From an optimization exercise on the open Yosys and OpenROAD flow, aimed at small area; shortcuts taken in it are not production practice.
In this exercise RTL edits were held to simulation tests only and were not proved equivalent to the original.
Power figures rest on the tool's default switching activity, not on a simulated workload.

File: design/flow/config.mk
export PLATFORM = sky130hd
export DESIGN_NAME = ledcube_engine
export DESIGN_NICKNAME = ledcube_engine
export VERILOG_FILES = /design/flow/design.v
export SDC_FILE = /design/flow/constraint.sdc
export NUM_CORES = 4
export LEC_CHECK = 0
export CAP_MARGIN = 20
export CELL_PAD_IN_SITES_DETAIL_PLACEMENT = 2
export CELL_PAD_IN_SITES_GLOBAL_PLACEMENT = 2
export CORE_MARGIN = 2
export CORE_UTILIZATION = 30
export PLACE_DENSITY = 0.45
export SLEW_MARGIN = 20
File: design/flow/constraint.sdc
create_clock -name core_clock -period 10.0 [get_ports {clk}]
set_input_delay 2.0000 -clock core_clock [delete_from_list [all_inputs] [get_ports {clk}]]
set_output_delay 2.0000 -clock core_clock [all_outputs]
set_load 0.01 [all_outputs]
File: design/flow/design.v
module ledcube_engine (
    input             clk,
    input             rst,
    input      [1:0]  cfg_rot,
    input             cfg_inv,
    input             in_valid,
    input      [63:0] in_data,
    input             close,
    output reg [14:0] lines,
    output reg        done
);
    localparam T_ROW_SETTLE   = 2;
    localparam T_LATCH_SETTLE = 2;
    localparam T_STROBE       = 16;
    localparam T_CLEAR        = 2;
    localparam T_INIT_SETTLE  = 4;
    localparam L_SRCLK = 8;
    localparam L_RCLK  = 9;
    localparam L_SRCLR = 10;
    localparam L_OE    = 11;
    localparam L_SEL0  = 12;
    function [511:0] xform;
        input [511:0] f;
        input [1:0]   rot;
        input         inv;
        integer l, r, c;
        reg [511:0] g;
        begin
            for (l = 0; l < 8; l = l + 1)
                for (r = 0; r < 8; r = r + 1)
                    for (c = 0; c < 8; c = c + 1)
                        case (rot)
                            2'd0: g[l*64 + r*8 + c] = f[l*64 + r*8 + c];
                            2'd1: g[l*64 + r*8 + c] = f[(7-c)*64 + r*8 + l];
                            2'd2: g[l*64 + r*8 + c] = f[r*64 + (7-l)*8 + c];
                            default: g[l*64 + r*8 + c] = f[l*64 + (7-c)*8 + r];
                        endcase
            xform = inv ? ~g : g;
        end
    endfunction
    reg [511:0] w_frame;
    reg [2:0]   beat;
    reg         post_pending;
    reg         closed;
    reg [511:0] slot;
    reg         slot_full;
    reg [511:0] cur;
    wire accept = in_valid && !closed;
    always @(posedge clk) begin
        if (accept)
            w_frame[beat*64 +: 64] <= in_data;
    end
    always @(posedge clk) begin
        if (rst) begin
            beat         <= 3'd0;
            post_pending <= 1'b0;
            closed       <= 1'b0;
        end else begin
            if (close)
                closed <= 1'b1;
            post_pending <= accept && (beat == 3'd7);
            if (accept)
                beat <= beat + 3'd1;
        end
    end
    localparam S_CLAIM   = 5'd0;    
    localparam S_INIT    = 5'd1;    
    localparam S_DCLEAR  = 5'd2;    
    localparam S_SRCLRHI = 5'd3;    
    localparam S_DINIT   = 5'd4;    
    localparam S_PSTART  = 5'd5;
    localparam S_POLL    = 5'd6;
    localparam S_BX      = 5'd7;
    localparam S_DATA    = 5'd8;    
    localparam S_DROW    = 5'd9;    
    localparam S_CLKHI   = 5'd10;
    localparam S_CLKLO   = 5'd11;
    localparam S_BLANK   = 5'd12;
    localparam S_RCLKHI  = 5'd13;
    localparam S_SEL     = 5'd14;   
    localparam S_RCLKLO  = 5'd15;
    localparam S_DLATCH  = 5'd16;   
    localparam S_UNBLANK = 5'd17;
    localparam S_STROBE  = 5'd18;   
    localparam S_JMP     = 5'd19;
    localparam S_RELW    = 5'd20;   
    localparam S_UNCLAIM = 5'd21;   
    localparam S_PEXIT   = 5'd22;
    localparam S_HALT    = 5'd23;
    reg [4:0] state;
    reg [4:0] step;      
    reg [4:0] dly;       
    reg [2:0] layer;
    reg [2:0] row;
    reg       xflag;     
    function [3:0] init_line;
        input [4:0] n;
        begin
            case (n)
                5'd0:  init_line = L_OE;
                5'd9:  init_line = L_SRCLK;
                5'd10: init_line = L_RCLK;
                5'd11: init_line = 4'd12;
                5'd12: init_line = 4'd13;
                5'd13: init_line = 4'd14;
                5'd14, 5'd15: init_line = L_SRCLR;    
                default: init_line = n[3:0] - 4'd1;    
            endcase
        end
    endfunction
    function [3:0] rel_line;
        input [4:0] n;
        begin
            case (n)
                5'd0:  rel_line = L_OE;
                5'd1:  rel_line = 4'd12;
                5'd2:  rel_line = 4'd13;
                5'd3:  rel_line = 4'd14;
                5'd12: rel_line = L_SRCLK;
                5'd13: rel_line = L_RCLK;
                5'd14: rel_line = L_SRCLR;
                default: rel_line = n[3:0] - 4'd4;     
            endcase
        end
    endfunction
    wire [7:0] cur_row = cur[layer*64 + row*8 +: 8];
    always @(posedge clk) begin
        if (rst) begin
            state     <= S_CLAIM;
            step      <= 5'd0;
            dly       <= 5'd0;
            layer     <= 3'd0;
            row       <= 3'd0;
            xflag     <= 1'b0;
            lines     <= 15'd0;
            done      <= 1'b0;
            slot_full <= 1'b0;
        end else begin
            if (post_pending) begin
                slot      <= xform(w_frame, cfg_rot, cfg_inv);
                slot_full <= 1'b1;
            end
            case (state)
                S_CLAIM: begin
                    if (step == 5'd14) begin
                        step  <= 5'd0;
                        state <= S_INIT;
                    end else
                        step <= step + 5'd1;
                end
                S_INIT: begin
                    lines[init_line(step)] <= (step == 5'd14);
                    if (step == 5'd15) begin
                        step  <= 5'd0;
                        dly   <= T_CLEAR - 1;
                        state <= S_DCLEAR;
                    end else
                        step <= step + 5'd1;
                end
                S_DCLEAR: begin
                    if (dly == 5'd0) state <= S_SRCLRHI;
                    else dly <= dly - 5'd1;
                end
                S_SRCLRHI: begin
                    lines[L_SRCLR] <= 1'b1;
                    dly   <= T_INIT_SETTLE - 1;
                    state <= S_DINIT;
                end
                S_DINIT: begin
                    if (dly == 5'd0) state <= S_PSTART;
                    else dly <= dly - 5'd1;
                end
                S_PSTART: begin
                    cur   <= 512'd0;
                    state <= S_POLL;
                end
                S_POLL: begin
                    if (slot_full) begin
                        cur   <= slot;
                        if (!post_pending)
                            slot_full <= 1'b0;
                        xflag <= 1'b0;
                    end else
                        xflag <= closed && !post_pending;
                    state <= S_BX;
                end
                S_BX: begin
                    layer <= 3'd0;
                    row   <= 3'd0;
                    step  <= 5'd0;
                    state <= xflag ? S_RELW : S_DATA;
                end
                S_DATA: begin
                    lines[{1'b0, step[2:0]}] <= cur_row[step[2:0]];
                    if (step == 5'd7) begin
                        step  <= 5'd0;
                        dly   <= T_ROW_SETTLE - 1;
                        state <= S_DROW;
                    end else
                        step <= step + 5'd1;
                end
                S_DROW: begin
                    if (dly == 5'd0) state <= S_CLKHI;
                    else dly <= dly - 5'd1;
                end
                S_CLKHI: begin
                    lines[L_SRCLK] <= 1'b1;
                    state <= S_CLKLO;
                end
                S_CLKLO: begin
                    lines[L_SRCLK] <= 1'b0;
                    row <= row + 3'd1;
                    state <= (row == 3'd7) ? S_BLANK : S_DATA;
                end
                S_BLANK: begin
                    lines[L_OE] <= 1'b0;
                    state <= S_RCLKHI;
                end
                S_RCLKHI: begin
                    lines[L_RCLK] <= 1'b1;
                    step  <= 5'd0;
                    state <= S_SEL;
                end
                S_SEL: begin
                    lines[4'(L_SEL0) + {2'b0, step[1:0]}] <= layer[step[1:0]];
                    if (step == 5'd2) begin
                        step  <= 5'd0;
                        state <= S_RCLKLO;
                    end else
                        step <= step + 5'd1;
                end
                S_RCLKLO: begin
                    lines[L_RCLK] <= 1'b0;
                    dly   <= T_LATCH_SETTLE - 1;
                    state <= S_DLATCH;
                end
                S_DLATCH: begin
                    if (dly == 5'd0) state <= S_UNBLANK;
                    else dly <= dly - 5'd1;
                end
                S_UNBLANK: begin
                    lines[L_OE] <= 1'b1;
                    dly   <= T_STROBE - 1;
                    state <= S_STROBE;
                end
                S_STROBE: begin
                    if (dly != 5'd0)
                        dly <= dly - 5'd1;
                    else if (layer == 3'd7)
                        state <= S_JMP;
                    else begin
                        layer <= layer + 3'd1;
                        step  <= 5'd0;
                        state <= S_DATA;
                    end
                end
                S_JMP: begin
                    state <= S_POLL;
                end
                S_RELW: begin
                    lines[rel_line(step)] <= 1'b0;
                    if (step == 5'd14) begin
                        step  <= 5'd0;
                        state <= S_UNCLAIM;
                    end else
                        step <= step + 5'd1;
                end
                S_UNCLAIM: begin
                    if (step == 5'd14) state <= S_PEXIT;
                    else step <= step + 5'd1;
                end
                S_PEXIT: begin
                    state <= S_HALT;
                end
                S_HALT: begin
                    done <= 1'b1;
                end
                default: state <= S_HALT;
            endcase
        end
    end
endmodule
File: design/flow/run.sh
#!/bin/bash
# synth_recipe.tcl (not shown) runs the flow's synth.tcl, then flattens the netlist and writes it again
# the make line also repeats each setting of config.mk as NAME=value (left out here)
make -C /OpenROAD-flow-scripts/flow DESIGN_CONFIG=/design/flow/config.mk WORK_HOME=/design/flow/orfs CLKGATE_MAP_FILE= SYNTH_SCRIPT=/design/flow/synth_recipe.tcl finish
==> summary.txt <==
## state kept, by name (all words and copies together), names as in the netlist, 3 cells and up
signal,count
beat,3
cur,512
dly,5
layer,3
lines,15
row,3
slot,512
state,5
step,5
w_frame,512
## layer usage
metal	wire, um	up-vias
li1	-	24870
met1	184200	32280
met2	185100	2311
met3	22890	418
met4	11690	4
met5	29	-
## area by class of cell
cell class | instances | area (um2) | share of cell area (%)
clock inverters | 122 | 1180 | 1.302
clock buffers | 246 | 5326 | 5.875
well taps | 3515 | 4398 | 4.851
diodes | 24 | 60.06 | 0.06625
repair buffers | 239 | 2331 | 2.571
flip-flops and latches | 1580 | 47020 | 51.87
multi-input cells | 4279 | 30190 | 33.31
inverters | 37 | 146.4 | 0.1615
## final timing paths
kind                                              end  slack, ps  cells past startpoint
worst max-delay path            lines[8]$_SDFFE_PP0P_       4610                     15
worst min-delay path              dly[4]$_SDFFE_PP0P_        470                      1
worst max register to register  lines[8]$_SDFFE_PP0P_       4610                     15
worst min register to register    dly[4]$_SDFFE_PP0P_        470                      1
## report_power, final
group	internal (uW)	total (uW)	switching (uW)
clock	4340	7460	3120
combinational	895	3150	2260
sequential	7580	7940	356
total	12800	18500	5730
## layout by cell type (no fill, tap or decap), drive strengths merged, types with 89 or more instances in the layout
cell type / n
a22o: 321
a21oi: 551
clkinv: 89
buf: 159
edfxtp: 1536
xor2: 490
clkbuf: 246
a222oi: 488
and2: 520
mux2i: 116
nand2: 284
o21ai: 252
nor2: 600
## critical path, delay by kind of cell (launching register included)
kind	cells	cell delay (ps)
compound gates	9	2990
flops	1	320
fa+ha+maj	2	970
buf+inv	2	530
simple gates	2	480
## cells in the mapped netlist, types with 78 or more instances
| library cell | number | share of area (%) |
|---|---|---|
| xor2_1 | 490 | 5.4 |
| nor2_1 | 600 | 2.8 |
| nand2_1 | 284 | 1.3 |
| mux2i_1 | 116 | 1.5 |
| a21oi_1 | 551 | 3.5 |
| and2_1 | 520 | 4.1 |
| clkbuf_1 | 501 | 2.4 |
| edfxtp_1 | 1536 | 58 |
| mux4_2 | 78 | 2.2 |
| a22o_1 | 321 | 3.5 |
| o21ai_0 | 249 | 1.6 |
| a222oi_1 | 488 | 6.2 |
## metrics by stage
step	area, um2	util, %	worst slack (ps)	instances
final	90650	34.50	4611	10040
after detailed placement	84090	32.00	4068	9650
after global placement	84050	31.99	4136	9649
after floorplan	79390	-	-8726	6497
after CTS	90590	34.48	4566	10020
after global routing	90620	34.49	4155	10030
## cell families after synthesis
group | share of synthesized area [%]
simple gates | 10.57
compound gates | 16.82
flops | 59.22
buf+inv | 3.236
fa+ha+maj | 0.5517
xor+xnor | 5.782
mux | 3.818
==> summary.md <==
| Metric | Value |
|---|---|
| Relative slew slack | `16.31%` |
| Final nets | `6448` |
| CTS Sinks | `1580` |
| Seq/Total Area, Yosys | `59.22%` |
| Cell area power density | `204.6 nW/um2` |
| Via/cell ratio | `5.963` |
| Unique cell type count in the Yosys netlist | `84` |
| Core Region | `262700 um2` |
| I/O pin cnt | `87` |
| Kind of critical path | `flop to flop` |
| Full die area | `268700 um2` |
| Port-buffer cells | `86` |
| Clock Path Buffers | `4` |
| Clk slew on worst S/H paths | `60 ps` |
| Leakage | `0.03047 uW` |
| Crit. Startpoint | `step[0]$_SDFFE_PP0P_` |
| 1st-pass router iterations | `14` |
| Worst vdd ir | `0.1471 mV` |
| Slowest CP cell | `ha_1` |
| Met2 usage | `45.91%` |
| Fillers | `27130` |
| Chip height | `518.4 um` |
| DP Wirelength | `267500 um` |
| Site Rows | `188` |
| Top Usage Layer GRT | `met2` |
| RSZ-0062 raised after global routing | `no` |
| Synthesized Nets | `6603` |
| Slew @ Worst Pin | `1255 ps` |
| Number of global-route vias before repair | `59900` |
| CP endpoint kind | `flop` |
| Reg-to-Reg Start | `step[0]$_SDFFE_PP0P_` |
| Period utilisation layout | `53.89%` |
| Final routed DRC violation total | `0` |
| Type of origin of the critical path | `flop` |
| Post-synthesis cell area | `79370 um2` |
| Post-Synthesis Cells | `6497` |
| Hold slack | `465.3 ps` |
| Slew Limit Fails | `0` |
| Layout cells sized above 1 | `9.657%` |
| Total wire length | `403900 um` |
| Met1 Resource Use GR | `42.23%` |
| DRT antenna net count | `0` |
| Worst EP arrival | `6150 ps` |
| CP required | `10760 ps` |
| Initial DRC Count | `9150` |
| Worst skew pair latency | `910 ps` |
| Hold Crit Class | `flop to flop` |
| Worst path cell trace | `inv_1, ha_1, o32a_2, o21ai_0, a21o_1, inv_1, ha_1, and3b_1, a31o_2, a211oi_2, o211ai_1, o311ai_1, o31ai_2, nor3_1, a2111oi_2` |
| Met3 GRT Util | `3.135%` |
| Post-CTS Hold Fix Bufs | `0` |
| Async SR Flop Fraction | `0%` |
| Initial antenna violation count | `68` |
| Syn_area_per_cell | `12.22 um2` |
| Setup Viol. Count Final | `0` |
| Worst path max stage delay | `700 ps` |
| Clock root buffer | `clkbuf_16` |
| Initial Util | `30.21%` |
| Largest net degree at the start of global routing | `205` |
| Fin. Hold Viols | `0` |
| GPL Wtd Cong | `0.8278` |
| Synth Flop Type | `edfxtp_1` |
| Area Overhead vs Synth | `14.22%` |
| F_max | `0.1856 GHz` |
| Max-cap viol count | `0` |
| Synth warn | `1` |
| H-tree depth | `4` |
| Vias | `59880` |
| Die W | `518.4 um` |
| Number of synthesized flops with an enable pin | `1536` |
| Hold_sp | `dly[4]$_SDFFE_PP0P_` |
| Gr usage total | `29.12%` |
| CTS tree | `built` |
| TritonCTS Buffers | `205` |
| Pwr Total | `18550 uW` |
| First-pass GRT wire length | `544400 um` |
| Post-cts sizing count | `0` |
| Clock skew | `56.00 ps` |
| #FFs+latches synth | `1580` |
| Run status | `complete, no violations` |
| Routed len/inst | `40.23 um` |
| Setup bufs post-CTS | `0` |
| Final worst path period need | `5389 ps` |
| Critical path peak fanout | `20` |
| GR Overflow Total | `0` |
| Setup TNS | `0 ps` |

[static timing again, ports no longer ideal]
How much do the figures lean on ideal ports? The routed layout below was timed once more, with nothing changed but the port constraints. Step 1, drivers: a clkbuf_16 drives clk and a buf_2 each remaining input, both assumed. Step 2 also shifts input and output timing later by t, the mid clock arrival at the registers, as if the neighbouring blocks saw the same clock. Slacks: ideal / step 1 / step 2; pairs: ideal / step 1.
t, ns: 0.970
setup slack, ns: 4.611 / 4.611 / 3.911
slew at the worst register clock pin (ns): 0.07 / 0.07
worst slew at a driven data input, ns: 0.09
After both steps setup and hold are still met in this run. The setup slack of this run moves by 0.000 ns with the drivers and by -0.700 ns with both steps.
